Source: an optimization exercise on an open RTL-to-GDS flow (aim: small area, a short achievable clock period and few clock cycles). Production flows keep margins and buffers that such runs may drop. Function was checked by simulation only, so behaviour that the tests miss may differ from the original.

==> job 6869 <==
Design aims_core, start of the top module:
module aims_core (
    input  wire         clk,
    input  wire         rst,           
    input  wire         host_we,
    input  wire [3:0]   host_addr,
    input  wire [63:0]  host_wdata,
    output wire [63:0]  host_rdata,
    input  wire [2:0]   rs_idx,
    output wire [31:0]  rs_data,
    output wire [9:0]   imem_addr,
    input  wire [127:0] imem_rdata
);
    localparam NREG    = 6;
    localparam MAXPROG = 1024;
    localparam [2:0] IP_DEFAULT = 3'd1;
    localparam [2:0] ST_IDLE   = 3'd0;
    localparam [2:0] ST_RUN    = 3'd1;
    localparam [2:0] ST_HALT   = 3'd2;
    localparam [2:0] ST_CAPPED = 3'd3;
    localparam [2:0] ST_FAULT  = 3'd4;
    localparam [3:0] LE_BAD_IP   = 4'd4;
    localparam [3:0] LE_TOO_LONG = 4'd7;
    reg [31:0] p0, p1, p2, p3, p4;   
    reg [31:0] pcr;                
    reg [2:0]  state;
    reg        fix;                
    reg        bub;                
    reg [2:0]  ipsel;
    reg [10:0] plen;
    reg        cap_en;
    reg [63:0] cap_n;
    reg [63:0] iter;
    reg        load_err;
    reg [3:0]  load_code;
    reg [1:0]  fault_code;
    reg        mbusy;              
    reg [31:0] ma;                 
    reg [31:0] mb;                 
    reg        mprev;              
    reg [2:0]  mc;                 
    function [5:0] dec;
        input [2:0] i;
        begin
            dec[0] = (i == 3'd0);
            dec[1] = (i == 3'd1);
            dec[2] = (i == 3'd2);
            dec[3] = (i == 3'd3);
            dec[4] = i[2] & ~i[0];
            dec[5] = i[2] &  i[0];
        end
    endfunction
    function [31:0] add32;
  ...
Settings: LEC_CHECK=0, CAP_MARGIN=20, CORE_MARGIN=2, CORE_UTILIZATION=50, PLACE_DENSITY=0.65, SETUP_SLACK_MARGIN=5, SLEW_MARGIN=20, SYNTH_HIERARCHICAL=1, TNS_END_PERCENT=0; clock period 13.0 ns.
standard.sh (not shown) runs the stock make flow with config.mk's settings and CLKGATE_MAP_FILE= SYNTH_SCRIPT=/design/flow/synth_recipe.tcl, a recipe that flattens the netlist after the stock synthesis.
==> flow/flow/run.sh <==
#!/bin/bash
set -euo pipefail
bash standard.sh "BUFFER_PORTS_ARGS=-buffer_cell sky130_fd_sc_hd__buf_2" \
    SETUP_SLACK_MARGIN=6 finish > flow_standard.log 2>&1
==> inputs of job 3950, as changes to job 6869 <==
--- a/flow/design.v
+++ b/flow/design.v
@@ -28,13 +28,13 @@
     reg [2:0]  ipsel;
     reg [10:0] plen;
     reg        cap_en;
     reg [63:0] cap_n;
     reg [63:0] iter;
     reg        load_err;
-    reg [3:0]  load_code;
+    reg        load_7;             
     reg [1:0]  fault_code;
     reg        mbusy;              
     reg [31:0] ma;                 
     reg [31:0] mb;                 
     reg        mprev;              
     reg [2:0]  mc;                 
@@ -55,20 +55,19 @@
         input        ci;
         reg   [31:0] p, g, t;
         integer i, d;
         begin
             p = a ^ b;
             g = a & b;
-            g[0] = g[0] | (p[0] & ci);
             t = p;
             for (d = 1; d < 32; d = d * 2)
                 for (i = 31; i >= d; i = i - 1) begin
                     g[i] = g[i] | (t[i] & g[i-d]);
                     t[i] = t[i] & t[i-d];
                 end
-            add32 = p ^ {g[30:0], ci};
+            add32 = p ^ {g[30:0] | (t[30:0] & {31{ci}}), ci};
         end
     endfunction
     wire run  = (state == ST_RUN);
     wire idle = (state == ST_IDLE);
     wire [5:0]  ipm = dec(ipsel);              
     wire [4:0]  lt  = {ipsel > 3'd4, ipsel > 3'd3, ipsel > 3'd2,
@@ -236,31 +235,31 @@
             ipsel      <= IP_DEFAULT;
             plen       <= 11'd0;
             cap_en     <= 1'b0;
             cap_n      <= 64'd0;
             iter       <= 64'd0;
             load_err   <= 1'b0;
-            load_code  <= 4'd0;
+            load_7     <= 1'b0;
             fault_code <= 2'd0;
         end else begin
             if (host_we && idle) begin
                 case (host_addr)
                     4'h1: begin
                         if (host_wdata < NREG)
                             ipsel <= host_wdata[2:0];
                         else if (!load_err) begin
                             load_err  <= 1'b1;
-                            load_code <= LE_BAD_IP;
+                            load_7    <= 1'b0;      
                         end
                     end
                     4'h2: begin
                         if (host_wdata <= MAXPROG)
                             plen <= host_wdata[10:0];
                         else if (!load_err) begin
                             load_err  <= 1'b1;
-                            load_code <= LE_TOO_LONG;
+                            load_7    <= 1'b1;      
                         end
                     end
                     4'h3: cap_en <= host_wdata[0];
                     4'h4: cap_n  <= host_wdata;
                     4'h7: begin
                         if (host_wdata[0] && !load_err) begin
@@ -302,12 +301,13 @@
                         state <= ST_CAPPED;
                 end
             end
         end
     end
     wire [31:0] fault_pc = (state == ST_FAULT) ? pc : 32'd0;
+    wire [3:0]  load_code = {1'b0, load_err, load_7, load_7};
     aims_core_hostrd u_hostrd (
         .host_addr(host_addr),
         .status({2'd0, fault_code, load_code, load_err, state}),
         .ipsel(ipsel), .plen(plen), .cap_en(cap_en), .cap_n(cap_n),
         .iter(iter), .fault_pc(fault_pc), .host_rdata(host_rdata)
     );
Settings changed: CORE_UTILIZATION 50 to 62, PLACE_DENSITY 0.65 to 0.75.
==> inputs of job 7354, as changes to job 6869 <==
--- a/flow/design.v
+++ b/flow/design.v
@@ -28,13 +28,13 @@
     reg [2:0]  ipsel;
     reg [10:0] plen;
     reg        cap_en;
     reg [63:0] cap_n;
     reg [63:0] iter;
     reg        load_err;
-    reg [3:0]  load_code;
+    reg        load_7;             
     reg [1:0]  fault_code;
     reg        mbusy;              
     reg [31:0] ma;                 
     reg [31:0] mb;                 
     reg        mprev;              
     reg [2:0]  mc;                 
@@ -55,20 +55,19 @@
         input        ci;
         reg   [31:0] p, g, t;
         integer i, d;
         begin
             p = a ^ b;
             g = a & b;
-            g[0] = g[0] | (p[0] & ci);
             t = p;
             for (d = 1; d < 32; d = d * 2)
                 for (i = 31; i >= d; i = i - 1) begin
                     g[i] = g[i] | (t[i] & g[i-d]);
                     t[i] = t[i] & t[i-d];
                 end
-            add32 = p ^ {g[30:0], ci};
+            add32 = p ^ {g[30:0] | (t[30:0] & {31{ci}}), ci};
         end
     endfunction
     wire run  = (state == ST_RUN);
     wire idle = (state == ST_IDLE);
     wire [5:0]  ipm = dec(ipsel);              
     wire [4:0]  lt  = {ipsel > 3'd4, ipsel > 3'd3, ipsel > 3'd2,
@@ -236,31 +235,31 @@
             ipsel      <= IP_DEFAULT;
             plen       <= 11'd0;
             cap_en     <= 1'b0;
             cap_n      <= 64'd0;
             iter       <= 64'd0;
             load_err   <= 1'b0;
-            load_code  <= 4'd0;
+            load_7     <= 1'b0;
             fault_code <= 2'd0;
         end else begin
             if (host_we && idle) begin
                 case (host_addr)
                     4'h1: begin
                         if (host_wdata < NREG)
                             ipsel <= host_wdata[2:0];
                         else if (!load_err) begin
                             load_err  <= 1'b1;
-                            load_code <= LE_BAD_IP;
+                            load_7    <= 1'b0;      
                         end
                     end
                     4'h2: begin
                         if (host_wdata <= MAXPROG)
                             plen <= host_wdata[10:0];
                         else if (!load_err) begin
                             load_err  <= 1'b1;
-                            load_code <= LE_TOO_LONG;
+                            load_7    <= 1'b1;      
                         end
                     end
                     4'h3: cap_en <= host_wdata[0];
                     4'h4: cap_n  <= host_wdata;
                     4'h7: begin
                         if (host_wdata[0] && !load_err) begin
@@ -302,12 +301,13 @@
                         state <= ST_CAPPED;
                 end
             end
         end
     end
     wire [31:0] fault_pc = (state == ST_FAULT) ? pc : 32'd0;
+    wire [3:0]  load_code = {1'b0, load_err, load_7, load_7};
     aims_core_hostrd u_hostrd (
         .host_addr(host_addr),
         .status({2'd0, fault_code, load_code, load_err, state}),
         .ipsel(ipsel), .plen(plen), .cap_en(cap_en), .cap_n(cap_n),
         .iter(iter), .fault_pc(fault_pc), .host_rdata(host_rdata)
     );
Settings changed: CORE_UTILIZATION 50 to 55, PLACE_DENSITY 0.65 to 0.7.
==> notes.md <==
- Non-clock buffer count: job 3950 < job 7354 < job 6869.
- Global-route usage: job 6869 < job 7354 < job 3950.
- In synthesized area, job 6869 and job 7354 hardly differ.
- In job 7354 the cell count is smaller than in job 6869, by 2.1%.
- Against job 7354, the cell area of job 3950 is lower by 1.6%.
- Synthesized cell count is the same in job 7354 and job 3950.
- Count of clock-buffer cells in the layout: job 7354 > job 6869 > job 3950.
Testbench counts of job 6869, summed over its fixed seeds: cycles 65,974.
Testbench counts of job 3950, summed over its fixed seeds: cycles 65,974.
Testbench counts of job 7354, summed over its fixed seeds: cycles 65,974.

re-timing with driven ports:
Ports are ideal in the flow. The routed layouts listed here were re-timed in OpenROAD.
Step 1, drivers: a clkbuf_16 drives clk and a buf_2 each remaining input, both assumed.
Step 2 moves the port delays by t, midway between the first and last clock arrival at a register: inputs arrive t later, outputs are due t later. That takes back most of the time a late clock gives input paths.
Three values: ideal ports, drivers, drivers and shift; two values: the first two.
run | t, ns | setup slack, ns | worst setup path at the end | clock arrival spread, ns | cell pins on the clock port's net
job 6869 | 0.673 | 5.671 / 5.450 / 5.111 | input to register | 0.028 / 0.028 | 1
job 3950 | 0.673 | 5.570 / 5.520 / 4.933 | input to register | 0.025 / 0.026 | 1
job 7354 | 0.684 | 5.761 / 5.649 / 5.055 | input to register | 0.029 / 0.030 | 1
After both steps every run listed still meets setup and hold. For job 7354, which loses most, drivers alone change the setup slack by -0.112 ns; drivers and shift together by -0.706 ns.
